Context: an optimization exercise on an open-source flow, tuned for small area. The choices shown serve that exercise and are no tape-out recipe.
In this exercise RTL edits were held to simulation tests only and were not proved equivalent to the original.
No activity file was given, so power comes from the tool's default toggle rates.

File: flow/design.v
module serprog_engine (
    input  wire        clk,
    input  wire        rst,         
    input  wire        in_valid,
    input  wire [7:0]  in_data,
    output wire        in_ready,
    output wire        out_valid,
    output wire [7:0]  out_data,
    input  wire        out_ready,
    output wire        reg_en,
    output wire        reg_we,
    output wire [1:0]  reg_addr,
    output wire [63:0] reg_wdata,
    input  wire [31:0] reg_rdata
);
    localparam [4:0] S_AWAIT = 5'b00000, S_ARG1  = 5'b00100, S_ARG6  = 5'b00001, S_ARG6I = 5'b00101,
                     S_REPLY = 5'b00010, S_RSPI  = 5'b00110, S_SET   = 5'b00011, S_CGET  = 5'b00111,
                     S_CINS  = 5'b01000, S_BDECW = 5'b01001, S_BDEC  = 5'b01010, S_PUTL  = 5'b01011,
                     S_PUT   = 5'b01100, S_GETB  = 5'b01101, S_GINS  = 5'b01110, S_CMD   = 5'b01111,
                     S_CTRL  = 5'b10000, S_POLL  = 5'b10001, S_CWR   = 5'b10010, S_POP   = 5'b10011,
                     S_BUSY  = 5'b10101, S_WRZ   = 5'b10111;
    localparam [5:0] A_IFACE = 6'd3, A_SYNC = 6'd6, A_ACK = 6'd7, A_NAK = 6'd8, A_SERBUF = 6'd9, A_PGM = 6'd12, A_BUS = 6'd29, A_CMDMAP = 6'd31;
    reg [7:0] r0, r1, r2, r3, r4, r5, r6;
    reg [7:0] ib;
    reg [2:0] pos;
    reg [4:0] st;
    reg [5:0] ptr;           
    reg       rx;            
    reg       bor;           
    wire [1:0] j = ptr[1:0];
    wire [8:0] rom =
        (ptr == 6'd3) ? {1'b0, 8'h06} :
        (ptr == 6'd4) ? {1'b0, 8'h01} :
        (ptr == 6'd5) ? {1'b1, 8'h00} :
        (ptr == 6'd6) ? {1'b0, 8'h15} :
        (ptr == 6'd7) ? {1'b1, 8'h06} :
        (ptr == 6'd8) ? {1'b1, 8'h15} :
        (ptr == 6'd9) ? {1'b0, 8'h06} :
        (ptr == 6'd10) ? {1'b0, 8'hFF} :
        (ptr == 6'd11) ? {1'b1, 8'hFF} :
        (ptr == 6'd12) ? {1'b0, 8'h06} :
        (ptr == 6'd13) ? {1'b0, "m"} :
        (ptr == 6'd14) ? {1'b0, "8"} :
        (ptr == 6'd15) ? {1'b0, "8"} :
        (ptr == 6'd16) ? {1'b0, "c"} :
        (ptr == 6'd17) ? {1'b0, "s"} :
        (ptr == 6'd18) ? {1'b0, "8"} :
        (ptr == 6'd19) ? {1'b0, "0"} :
        (ptr == 6'd20) ? {1'b0, "0"} :
        (ptr == 6'd21) ? {1'b0, "1"} :
        (ptr == 6'd22) ? {1'b0, " "} :
        (ptr == 6'd23) ? {1'b0, "f"} :
        (ptr == 6'd24) ? {1'b0, "l"} :
        (ptr == 6'd25) ? {1'b0, "a"} :
        (ptr == 6'd26) ? {1'b0, "s"} :
        (ptr == 6'd27) ? {1'b0, "h"} :
        (ptr == 6'd28) ? {1'b1, 8'h00} :
        (ptr == 6'd29) ? {1'b0, 8'h06} :
        (ptr == 6'd30) ? {1'b1, 8'h08} :
        (ptr == 6'd31) ? {1'b0, 8'h06} :
        (ptr == 6'd32) ? {1'b0, 8'h3F} :
        (ptr == 6'd34) ? {1'b0, 8'h2D} :
        (ptr == 6'd63) ? {1'b1, 8'h00} :
        9'd0;
    wire get_fire = in_valid  & in_ready;
    wire put_fire = out_valid & out_ready;
    wire at_j  = (pos == {1'b0, j});               
    wire at_a  = (pos == ptr[2:0]);                
    wire hi3   = (pos == 3'd4) | (pos == 3'd5) | (pos == 3'd6);
    wire lo3   = (pos == 3'd0) | (pos == 3'd1) | (pos == 3'd2);
    wire tx_ok   = ~reg_rdata[12] & ~reg_rdata[11];         
    wire rx_ok   = |reg_rdata[20:16];                       
    wire st_busy = reg_rdata[0];
    reg        wr_ib, wr_zero, cp, chain, ld_ib;
    reg        ird, ova, ren, rwe;
    always @* begin
        wr_ib = 1'b0; wr_zero = 1'b0; cp = 1'b0; chain = 1'b0; ld_ib = 1'b0;
        ird = 1'b0; ova = 1'b0; ren = 1'b0; rwe = 1'b0;
        case (st)
            S_AWAIT: ird = 1'b1;
            S_ARG1:  ird = 1'b1;
            S_ARG6:  ird = (ptr[2:0] != 3'd3);
            S_ARG6I: wr_ib = at_a;
            S_REPLY: ova = 1'b1;
            S_RSPI:  begin ova = 1'b1; cp = ~rx & hi3; end
            S_SET:   cp = ~rx & hi3;
            S_CTRL:  if (pos == 3'd4) begin ren = 1'b1; rwe = 1'b1; end
            S_CMD:   chain = lo3;
            S_CGET:  ird = 1'b1;
            S_CINS:  wr_ib = (pos == 3'd3);
            S_CWR:   if (pos == 3'd3) begin ren = 1'b1; rwe = 1'b1; end
            S_BDEC:  chain = hi3;
            S_POLL:  ren = 1'b1;
            S_POP:   ren = (pos == 3'd6);
            S_PUTL:  ld_ib = at_j;
            S_PUT:   ova = 1'b1;
            S_GETB:  ird = 1'b1;
            S_GINS:  wr_ib = at_j;
            S_WRZ:   begin
                         wr_zero = (j != 2'd0) & ~pos[2] & (pos[1:0] >= j);
                         if (pos == 3'd0) begin ren = 1'b1; rwe = 1'b1; end
                     end
            S_BUSY:  ren = 1'b1;
            default: ;
        endcase
    end
    assign in_ready  = ird;
    assign out_valid = ova;
    assign out_data  = (st == S_PUT) ? ib : rom[7:0];
    assign reg_en    = ren;
    assign reg_we    = rwe;
    assign reg_addr  = st[1:0];
    wire g_hi  = ~st[1];
    wire g_mid = st[0] | ~st[1];
    assign reg_wdata = {13'd0, g_hi & rx, g_hi & ~rx, g_hi,
                        {r5, r4} & {16{g_hi}},
                        {r3, r2, r1} & {24{g_mid}},
                        r0};
    wire [7:0] src  = r0 | (cp ? r3 : 8'd0);
    wire       bin  = chain & bor;
    wire [7:0] dec  = src - {7'd0, bin};
    wire [7:0] r6_n = wr_ib ? ib : wr_zero ? 8'd0 : dec;
    wire pop = (st == S_POP) & (pos == 3'd6);
    always @(posedge clk) begin
        if (pop) begin
            {r3, r2, r1, r0} <= reg_rdata;
        end else begin
            r0 <= r1; r1 <= r2; r2 <= r3; r3 <= r4;
        end
        r4 <= r5; r5 <= r6; r6 <= r6_n;
        pos <= (rst || pos == 3'd6) ? 3'd0 : pos + 3'd1;
    end
    always @(posedge clk) begin
        if (get_fire)
            ib <= in_data;
        else if (ld_ib)
            ib <= r0;
    end
    always @(posedge clk) begin
        if ((st == S_CMD && pos == 3'd6) || (st == S_BDECW && pos == 3'd3))
            bor <= 1'b1;
        else if (chain)
            bor <= bor & (r0 == 8'd0);
    end
    always @(posedge clk) begin
        if (rst) begin
            st <= S_AWAIT;
        end else begin
            case (st)
                S_AWAIT: if (get_fire) begin
                    rx <= 1'b0;
                    case (in_data)
                        8'h00: begin ptr <= A_ACK;    st <= S_REPLY; end
                        8'h01: begin ptr <= A_IFACE;  st <= S_REPLY; end
                        8'h02: begin ptr <= A_CMDMAP; st <= S_REPLY; end
                        8'h03: begin ptr <= A_PGM;    st <= S_REPLY; end
                        8'h04: begin ptr <= A_SERBUF; st <= S_REPLY; end
                        8'h05: begin ptr <= A_BUS;    st <= S_REPLY; end
                        8'h10: begin ptr <= A_SYNC;   st <= S_REPLY; end
                        8'h12: begin ptr <= A_NAK;    st <= S_ARG1;  end
                        8'h13: begin ptr <= A_ACK - 6'd7; st <= S_ARG6; end
                        8'h15: begin ptr <= A_ACK;    st <= S_ARG1;  end
                        default: begin ptr <= A_NAK;  st <= S_REPLY; end
                    endcase
                end
                S_ARG1: if (get_fire) begin
                    if (in_data == 8'h08) ptr <= A_ACK;
                    st <= S_REPLY;
                end
                S_ARG6: if (ptr[2:0] == 3'd3) ptr <= ptr + 6'd1;
                        else if (get_fire) begin
                            if (ptr[2] && in_data != 8'd0) rx <= 1'b1;
                            st <= S_ARG6I;
                        end
                S_ARG6I: if (at_a) begin
                    ptr <= ptr + 6'd1;
                    st <= (ptr[2:0] == 3'd6) ? S_RSPI : S_ARG6;
                end
                S_REPLY: if (put_fire) begin
                    ptr <= ptr + 6'd1;
                    if (rom[8]) st <= S_AWAIT;
                end
                S_RSPI: if (put_fire) st <= S_SET;
                S_SET: if (pos == 3'd6) st <= S_CTRL;
                S_CTRL: if (pos == 3'd4) begin ptr <= 6'd0; st <= S_CMD; end
                S_CMD: if (pos == 3'd3) st <= bor ? S_BDEC : S_CGET;
                S_CGET: if (get_fire) st <= S_CINS;
                S_CINS: if (pos == 3'd3) st <= S_CWR;
                S_CWR: if (pos == 3'd3) st <= S_CMD;
                S_BDECW: if (pos == 3'd3) st <= S_BDEC;
                S_BDEC: if (pos == 3'd0) begin
                    if (bor) st <= (j != 2'd0 && !rx) ? S_WRZ : S_BUSY;
                    else if (j == 2'd0) st <= S_POLL;
                    else st <= rx ? S_PUTL : S_GETB;
                end
                S_POLL: if (rx ? rx_ok : tx_ok) st <= rx ? S_POP : S_GETB;
                S_POP: if (pos == 3'd6) st <= S_PUTL;
                S_PUTL: if (at_j) st <= S_PUT;
                S_PUT: if (put_fire) begin ptr <= ptr + 6'd1; st <= S_BDECW; end
                S_GETB: if (get_fire) st <= S_GINS;
                S_GINS: if (at_j) begin
                    ptr <= ptr + 6'd1;
                    st <= (j == 2'd3) ? S_WRZ : S_BDECW;
                end
                S_WRZ: if (pos == 3'd0) st <= (j == 2'd0) ? S_BDECW : S_BUSY;
                S_BUSY: if (!st_busy) st <= S_AWAIT;
                default: st <= S_AWAIT;
            endcase
        end
    end
endmodule
File: flow/flow/run.sh
#!/bin/bash
# The standard layout (standard.sh), with two changes:
#  - synthesis is the standard flow's own script (synth_recipe.tcl, registers untouched),
#    except that the combinational mapping uses flow/abc.script, an
#    area-oriented ABC script, in place of ORFS's abc_area.script;
#  - the port buffers are made from the smallest buffer cell (buf_1);
#  - the clock tree uses clkbuf_4/8 and no dummy loads.
set -euo pipefail
W=$(pwd)
{
  head -n 1 synth_recipe.tcl
  cat <<'T'
proc abc {args} {
  set out {}
  set skip 0
  foreach a $args {
    if {$skip} { set skip 0; continue }
    if {$a eq "-script"} { set skip 1; continue }
    if {$a eq "-D"} { set skip 1; continue }
    lappend out $a
  }
  yosys abc -script $::env(FLOW_ABC_SCRIPT) {*}$out
}
T
  tail -n +2 synth_recipe.tcl
} > flow_synth.tcl
sed "s#SYNTH_SCRIPT=[^ ]*#SYNTH_SCRIPT=$W/flow_synth.tcl#" standard.sh > flow_standard.sh
grep -q "SYNTH_SCRIPT=$W/flow_synth.tcl" flow_standard.sh
export FLOW_ABC_SCRIPT=$W/flow/abc.script
export BUFFER_PORTS_ARGS="-buffer_cell sky130_fd_sc_hd__buf_1"
export CTS_ARGS="-sink_clustering_enable -repair_clock_nets -dont_use_dummy_load -buf_list {sky130_fd_sc_hd__clkbuf_4 sky130_fd_sc_hd__clkbuf_8} -root_buf sky130_fd_sc_hd__clkbuf_8 -sink_clustering_size 25"
bash flow_standard.sh > flow_standard.log 2>&1
File: flow/flow/abc.script
strash
ifraig
scorr
dc2
strash
&get -n
&dch -f
&nf -R 1000 -p
&put
strash
&get -n
&dch -f
&nf -R 1000 -p
&put
File: flow/standard.sh
#!/bin/bash
# synth_recipe.tcl (not shown) runs the flow's synth.tcl, then flattens the netlist and writes it again
# the make line also repeats each setting of config.mk as NAME=value (left out here)
make -C /OpenROAD-flow-scripts/flow DESIGN_CONFIG=/design/flow/config.mk WORK_HOME=/design/flow/orfs CLKGATE_MAP_FILE= SYNTH_SCRIPT=/design/flow/synth_recipe.tcl "${@:-finish}"
File: flow/config.mk
export PLATFORM = sky130hd
export DESIGN_NAME = serprog_engine
export DESIGN_NICKNAME = serprog_engine
export VERILOG_FILES = /design/flow/design.v
export SDC_FILE = /design/flow/constraint.sdc
export NUM_CORES = 4
export LEC_CHECK = 0
export ABC_AREA = 1
export CAP_MARGIN = 20
export CORE_MARGIN = 2
export CORE_UTILIZATION = 40
export PLACE_DENSITY = 0.6
export SLEW_MARGIN = 20
File: flow/constraint.sdc
create_clock -name core_clock -period 10.0 [get_ports {clk}]
set_input_delay 2.0000 -clock core_clock [delete_from_list [all_inputs] [get_ports {clk}]]
set_output_delay 2.0000 -clock core_clock [all_outputs]
set_load 0.01 [all_outputs]
==> results of run 1 <==
==> sequential cells by signal, indices dropped and copies added (netlist names) <==
signal / cells
r2: 8
st: 5
rx: 1
r1: 8
r3: 8
r5: 8
ib: 8
bor: 1
ptr: 6
r4: 8
pos: 3
r0: 8
r6: 8
==> placed cells by master, fill, tap and decap left out, types with 7 or more instances in the layout <==
master / n
buf_1: 108
clkbuf_8: 9
nand3_1: 23
nor2b_1: 30
a31oi_1: 8
ha_1: 19
nand2_1: 66
nor2_1: 44
clkinv_1: 13
mux2_1: 38
edfxtp_1: 15
and2_0: 27
nor3_1: 18
dfxtp_1: 65
nor4_1: 13
a21oi_1: 40
o211ai_1: 7
nand2b_1: 7
o21ai_0: 30
conb_1: 13
==> cells by family after synthesis <==
family                     after synthesis  synth area share [%]
and+or+nand+nor                        256                 27.39
muxes                                   38                 9.086
adders and majority gates               19                 5.048
DFF                                     80                 37.19
buffers and inverters                   29                 3.587
other                                    1               0.07963
xor gates and xnor gates                 7                 1.302
AOI/OAI and AO/OA                      124                 16.31
==> stage by stage <==
| stage | cells | util, % | hold WS, ns | worst slack, ns | area (um2) |
|---|---|---|---|---|---|
| 6_report | 813 | 46.88 | 0.3250 | 4.951 | 5376 |
| 5_1_grt | 813 | 46.88 | 0.3255 | 4.701 | 5376 |
| 4_1_cts | 813 | 46.88 | 0.3213 | 5.017 | 5376 |
| 3_5_place_dp | 804 | 45.80 | 0.3121 | 5.405 | 5253 |
| 3_3_place_gp | 804 | 45.80 | 0.3136 | 5.413 | 5253 |
| 2_1_floorplan | 566 | - | 0.3096 | 4.167 | 4755 |
==> routing by layer <==
| metal | vias to the layer above | wire length (um) | track usage, % | share of wire [%] |
|---|---|---|---|---|
| li1 | 2229 | - | - | - |
| met4 | 0 | 391 | 7.642 | 2.7 |
| met1 | 2160 | 6409 | 29.43 | 45 |
| met5 | - | 0 | 0 | 0 |
| met3 | 37 | 978 | 6.317 | 6.8 |
| met2 | 216 | 6521 | 36.95 | 46 |
==> cell type report <==
cell class                 instances  area share, %
clock buffer                       9          2.304
inverter                          13         0.9076
multi-input combinational        457          52.92
sequential                        80          32.58
tap                              143          3.328
timing repair buffer             111          7.959
==> path summary, 6_finish.rpt <==
kind | end | from | depth (start not counted)
min | r5[5] | r6[5] | 0
max reg2reg | r6[7] | st[1] | 12
min reg2reg | r5[5] | r6[5] | 0
max | out_data[1] | ptr[0] | 12
==> where the power goes <==
group	internal (W)	switching [W]	total [W]
Clock	0.0000804	0.000103	0.000184
Sequential	0.000373	0.0000461	0.000419
Combinational	0.000143	0.000291	0.000434
Total	0.000596	0.000441	0.00104
==> worst reg2reg max path, cell delays in order, from the launching register on <==
cell      delay [ns]
dfxtp_1         0.33
buf_4           0.36
nand2b_1        0.56
nor2_1          0.35
nand2_1         0.23
a211oi_1        0.82
a21oi_1         0.17
ha_1            0.25
and3_1          0.17
nand3_1         0.12
nor2_1          0.08
o21a_1          0.19
a22o_1          0.19
==> results.py, run 1 <==
metrics = {
    "timing": {
        "fin_skew_ns": 0.01864,
        "max_freq_ghz": 0.1981,
        "rsz0062_at_grt": "no",
        "final_hold_viol_count": 0,
        "drv_slew": 0,
        "slew_headroom_pct": 29.26,
        "worst_pin_slew_ns": 1.052,
        "min_period_over_period_pct": 50.49,
        "setup_viol": 0,
        "period_needed_ns": 5.049,
        "finalSetupTns_ns": 0,
    },
    "pwr": {
        "p_leak_nw": 2.105,
        "power.total_w": 0.001037,
        "power.density_nw_per_um2": 192.8,
        "peakVddDrop_v": 0.00008594,
    },
    "final_layout": {
        "seq_area_um2": 1752,
        "layout-drive-gt1-share_pct": 2.090,
        "area_growth_syn_to_layout_pct": 14.16,
        "multi_input_area_um2": 2845,
        "antennaDiodeCount": 0,
        "fillers": 1145,
        "nNetsFinal": 735,
    },
    "worst_setup_path": {
        "critical_path_buf_inv_count": 2,
        "crit_type": "reg -> out",
        "worstPathMaxFanout": 12,
        "slowest_stage": "edfxtp_1",
        "end_kind": "output port",
        "path_common_cell": "nand2_1",
        "crit_chain": "clkinv_1, ha_1, nand2_1, a21oi_1, a31oi_1, o21ai_0, nand4b_1, nand2_1, nand2_1, nand3_1, a21oi_1, buf_1",
        "slowest_delay_ns": 0.48,
        "cp-start-kind": "register",
        "critPathRequiredTime_ns": 8.00,
        "worstPathArrival_ns": 3.05,
        "cp_top_family": "compound AO/OA/AOI/OAI gates",
        "rrSetupSlack_ns": 6.09,
    },
    "clock_tree": {
        "cts.path.max_buffers": 2,
        "hold_buffers": 0,
        "cts.sinks": 80,
        "cts_tree": "built",
        "cts-root-buf": "clkbuf_8",
        "htree_levels": 3,
        "clk_latency_ns": 0.36,
        "cts_setup_buffers": 0,
        "cts_resized": 0,
        "path_clk_slew_ns": 0.07,
        "cts-buffers-inserted": 9,
    },
    "placement": {
        "hpwl_mm": 11.13,
        "numPortBuffers": 108,
        "gp_congestion": 0.9488,
    },
    "run": {
        "maxCapViolCount": 0,
    },
    "floorplanning": {
        "core_area_um2": 11470,
        "fp.dieW_um": 112.5,
        "initial_core_util_pct": 41.07,
        "ios": 122,
        "dieArea_um2": 12660,
        "die_h_um": 112.5,
        "rows": 39,
    },
    "synth": {
        "ys_ff_latch": 80,
        "synth_largest_area_cell": "dfxtp_1",
        "postSynth.asyncResetShare_pct": 0,
        "synthesis.area_um2": 4710,
        "synth_edf_count": 15,
        "yosys_most_used_dff": "dfxtp_1",
        "synth_top_area_share_pct": 27.63,
        "yosysMostFrequentCell": "nand2_1",
        "ys_top_cells_by_area": "dfxtp_1 (28%), edfxtp_1 (9.6%), mux2_1 (9.1%)",
        "synth_seq_area_share_pct": 37.19,
        "synth.distinct_cells": 49,
        "syn_inst": 554,
        "ys_top_cells_by_count": "nand2_1 (66), dfxtp_1 (65), nor2_1 (44)",
        "synth_area_per_cell_um2": 8.501,
        "synth_warnings": 1,
    },
    "global_routing": {
        "grt_pass1_wl_mm": 22.83,
        "track_usage_pct": 22.79,
        "grt_pass1_vias": 4400,
        "grt_max_degree": 36,
        "antenna_found_initial": 0,
        "gr-total-overflow": 0,
    },
    "routing": {
        "viasPerCell": 5.710,
        "final_antenna_net_count": 0,
        "postRouteWirelength_mm": 14.30,
        "drt_iter0_drc": 306,
        "vias": 4642,
        "drc": 0,
        "wl_per_cell_um": 17.59,
        "first_pass_iters": 5,
    },
    "worst_hold_path": {
        "min_path_type": "reg -> reg",
    },
    "outcome": {
        "status": "timing/DRC/antenna clean",
    },
}
==> run 2: changes to the inputs <==
--- a/flow/flow/run.sh
+++ b/flow/flow/run.sh
@@ -3,8 +3,7 @@
 #  - synthesis is the standard flow's own script (synth_recipe.tcl, registers untouched),
 #    except that the combinational mapping uses flow/abc.script, an
 #    area-oriented ABC script, in place of ORFS's abc_area.script;
-#  - the port buffers are made from the smallest buffer cell (buf_1);
-#  - the clock tree uses clkbuf_4/8 and no dummy loads.
+#  - the port buffers are made from the smallest buffer cell (buf_1).
 set -euo pipefail
 W=$(pwd)
 {
@@ -28,5 +27,4 @@
 grep -q "SYNTH_SCRIPT=$W/flow_synth.tcl" flow_standard.sh
 export FLOW_ABC_SCRIPT=$W/flow/abc.script
 export BUFFER_PORTS_ARGS="-buffer_cell sky130_fd_sc_hd__buf_1"
-export CTS_ARGS="-sink_clustering_enable -repair_clock_nets -dont_use_dummy_load -buf_list {sky130_fd_sc_hd__clkbuf_4 sky130_fd_sc_hd__clkbuf_8} -root_buf sky130_fd_sc_hd__clkbuf_8 -sink_clustering_size 25"
 bash flow_standard.sh > flow_standard.log 2>&1
==> run 2 against run 1 <==
Clock power increased by 84%. First-iteration DRC count up 0.33%. Critical endpoint unchanged. Sequential cell count unchanged. Largest power group unchanged. Cell count grew 0.86%. Critical path type unchanged.
==> results.py, run 2 <==
metrics = {
    "outcome": {
        "status": "timing/DRC/antenna clean",
    },
    "final_layout": {
        "nNetsFinal": 735,
        "final_cell_mix": "buf_1 (108), nand2_1 (66), dfxtp_1 (65)",
        "final_cells": 820,
        "final_util_pct": 48.45,
        "layout-drive-gt1-share_pct": 2.954,
        "area_growth_syn_to_layout_pct": 17.96,
        "fin_area_um2": 5555,
        "final_common_cell": "buf_1",
        "antennaDiodeCount": 0,
    },
    "placement": {
        "numPortBuffers": 108,
        "hpwl_mm": 11.13,
        "dp_cells": 804,
        "post-place-ws_ns": 5.405,
        "gp_congestion": 0.9488,
        "dpl_cell_area_um2": 5253,
    },
    "synth": {
        "synth_edf_count": 15,
        "synth_warnings": 1,
        "ys_top_cells_by_count": "nand2_1 (66), dfxtp_1 (65), nor2_1 (44)",
        "synth_seq_area_share_pct": 37.19,
        "synth_area_per_cell_um2": 8.501,
        "syn_inst": 554,
        "synth.distinct_cells": 49,
        "yosys_most_used_dff": "dfxtp_1",
        "ys_ff_latch": 80,
        "postSynth.asyncResetShare_pct": 0,
        "yosysMostFrequentCell": "nand2_1",
        "synth_largest_area_cell": "dfxtp_1",
        "ys_top_cells_by_area": "dfxtp_1 (28%), edfxtp_1 (9.6%), mux2_1 (9.1%)",
        "synthesis.area_um2": 4710,
        "synth_top_area_share_pct": 27.63,
    },
    "routing": {
        "final_antenna_net_count": 0,
        "vias": 4658,
        "drt_iter0_drc": 307,
        "drc": 0,
        "postRouteWirelength_mm": 14.43,
        "viasPerCell": 5.680,
        "wl_per_cell_um": 17.60,
        "first_pass_iters": 5,
    },
    "clock_tree": {
        "path_clk_slew_ns": 0.06,
        "cts.path.max_buffers": 2,
        "cts_tree": "built",
        "cts.sinks": 80,
        "htree_levels": 3,
        "hold_buffers": 0,
        "cts-root-buf": "clkbuf_16",
        "cts_setup_buffers": 0,
        "cts_resized": 0,
        "clk_latency_ns": 0.34,
        "cts-buffers-inserted": 9,
    },
    "timing": {
        "min_period_over_period_pct": 50.29,
        "setup_slack_ns": 4.971,
        "fin_skew_ns": 0.004717,
        "drv_slew": 0,
        "max_freq_ghz": 0.1989,
        "slew_headroom_pct": 30.53,
        "finalSetupTns_ns": 0,
        "rsz0062_at_grt": "no",
        "worst_pin_slew_ns": 1.033,
        "setup_viol": 0,
        "final_hold_viol_count": 0,
        "period_needed_ns": 5.029,
    },
    "worst_setup_path": {
        "slowest_stage": "nor2b_1",
        "cp-start-kind": "register",
        "crit_chain": "nor2b_1, nand2_1, nor2_1, o22ai_1, a21boi_0, o21ai_0, nand4b_1, nand2_1, nand2_1, nand3_1, a21oi_1, buf_1",
        "path_common_cell": "nand2_1",
        "critical_path_buf_inv_count": 1,
        "critPathRequiredTime_ns": 8.00,
        "crit_type": "reg -> out",
        "end_kind": "output port",
        "worstPathMaxFanout": 11,
        "cp_top_family": "simple AND/OR/NAND/NOR gates",
        "slowest_delay_ns": 0.57,
        "worstPathArrival_ns": 3.03,
    },
    "floorplanning": {
        "rows": 39,
        "initial_core_util_pct": 41.07,
        "die_h_um": 112.5,
        "ios": 122,
        "dieArea_um2": 12660,
        "core_area_um2": 11470,
        "fp.dieW_um": 112.5,
    },
    "run": {
        "maxCapViolCount": 0,
    },
    "global_routing": {
        "track_usage_pct": 23.21,
        "grt_pass1_vias": 4431,
        "gr-total-overflow": 0,
        "grt_max_degree": 36,
        "grt_pass1_wl_mm": 23.08,
        "antenna_found_initial": 0,
    },
    "pwr": {
        "p_leak_nw": 2.192,
        "peakVddDrop_v": 0.0001303,
        "power.density_nw_per_um2": 214.4,
    },
    "worst_hold_path": {
        "min_path_type": "reg -> reg",
    },
}
## run 2: logic make-up (layout without fill, tap and decap cells)
kind of cell	Yosys count	in the layout	share of synthesized area (%)
muxes	38	38	9.086
buffers and inverters	29	140	3.587
other	1	13	0.07963
adders and majority gates	19	19	5.048
DFF	80	80	37.19
xor gates and xnor gates	7	7	1.302
and+or+nand+nor	256	256	27.39
AOI/OAI and AO/OA	124	124	16.31
## run 2: area by class of cell
class | count | area, um2
Inverter | 13 | 48.80
Multi-Input combinational cell | 457 | 2845
Tap cell | 143 | 178.9
Fill cell | 1129 | 5912
Timing Repair Buffer | 111 | 427.9
Clock buffer | 11 | 242.7
Clock inverter | 5 | 60.06
Sequential cell | 80 | 1752
## run 2: per-layer routing
| metal | global-route usage, % | routed length (um) | vias to the layer above |
|---|---|---|---|
| met3 | 6.533 | 1007 | 39 |
| met4 | 8.618 | 413 | 0 |
| li1 | - | - | 2242 |
| met1 | 29.55 | 6365 | 2146 |
| met2 | 37.63 | 6646 | 231 |
| met5 | 0 | 0 | - |
## run 2: metrics by stage
stage               power (W)  hold WS (ns)
finish               0.001191        0.3253
global route         0.001264        0.3294
CTS                  0.001194        0.3260
detailed placement  0.0008524        0.3121
global placement    0.0008570        0.3136
floorplan           0.0007075        0.3096
## run 2: worst paths after layout
kind / from / endpoint / slack (ns) / depth (start not counted)
setup / recovery: ptr[4] / out_data[1] / 4.97 / 12
hold / removal: r6[4] / r5[4] / 0.33 / 0
setup reg to reg: st[1] / r6[7] / 6.02 / 12
hold reg to reg: r6[4] / r5[4] / 0.33 / 0
## run 2: where the power goes
| group | internal (W) | total (W) | switching [W] |
|---|---|---|---|
| sequential | 0.000373 | 0.000419 | 0.0000458 |
| combinational | 0.000143 | 0.000434 | 0.000292 |
| clock | 0.000202 | 0.000338 | 0.000136 |
| total | 0.000718 | 0.00119 | 0.000473 |

static timing again, ports no longer ideal:
No port has a modelled driver above. Below, the same layouts with a new extraction and two added sets of constraints. Step 1 assumes that a clkbuf_16 drives the clock port and a buf_2 every other input. Step 2 adds t to the input delays and takes it off the output delays; t is the mean of the earliest and latest rising clock arrival at the registers after step 1. Input paths then give back, and output paths get back, about the clock's delay inside the block. Three values: no drivers, after step 1, after step 2; two values: the first two.
run	t, ns	slack for setup (ns)	hold slack, ns	worst setup path after step 2	latest minus earliest clock arrival (ns)
run 1	0.384	4.951 / 4.917 / 5.300	0.325 / 0.325 / 0.325	register to output	0.019 / 0.019
run 2	0.381	4.971 / 4.931 / 5.311	0.325 / 0.325 / 0.325	register to output	0.005 / 0.005
After both steps setup and hold are still met in every run listed.
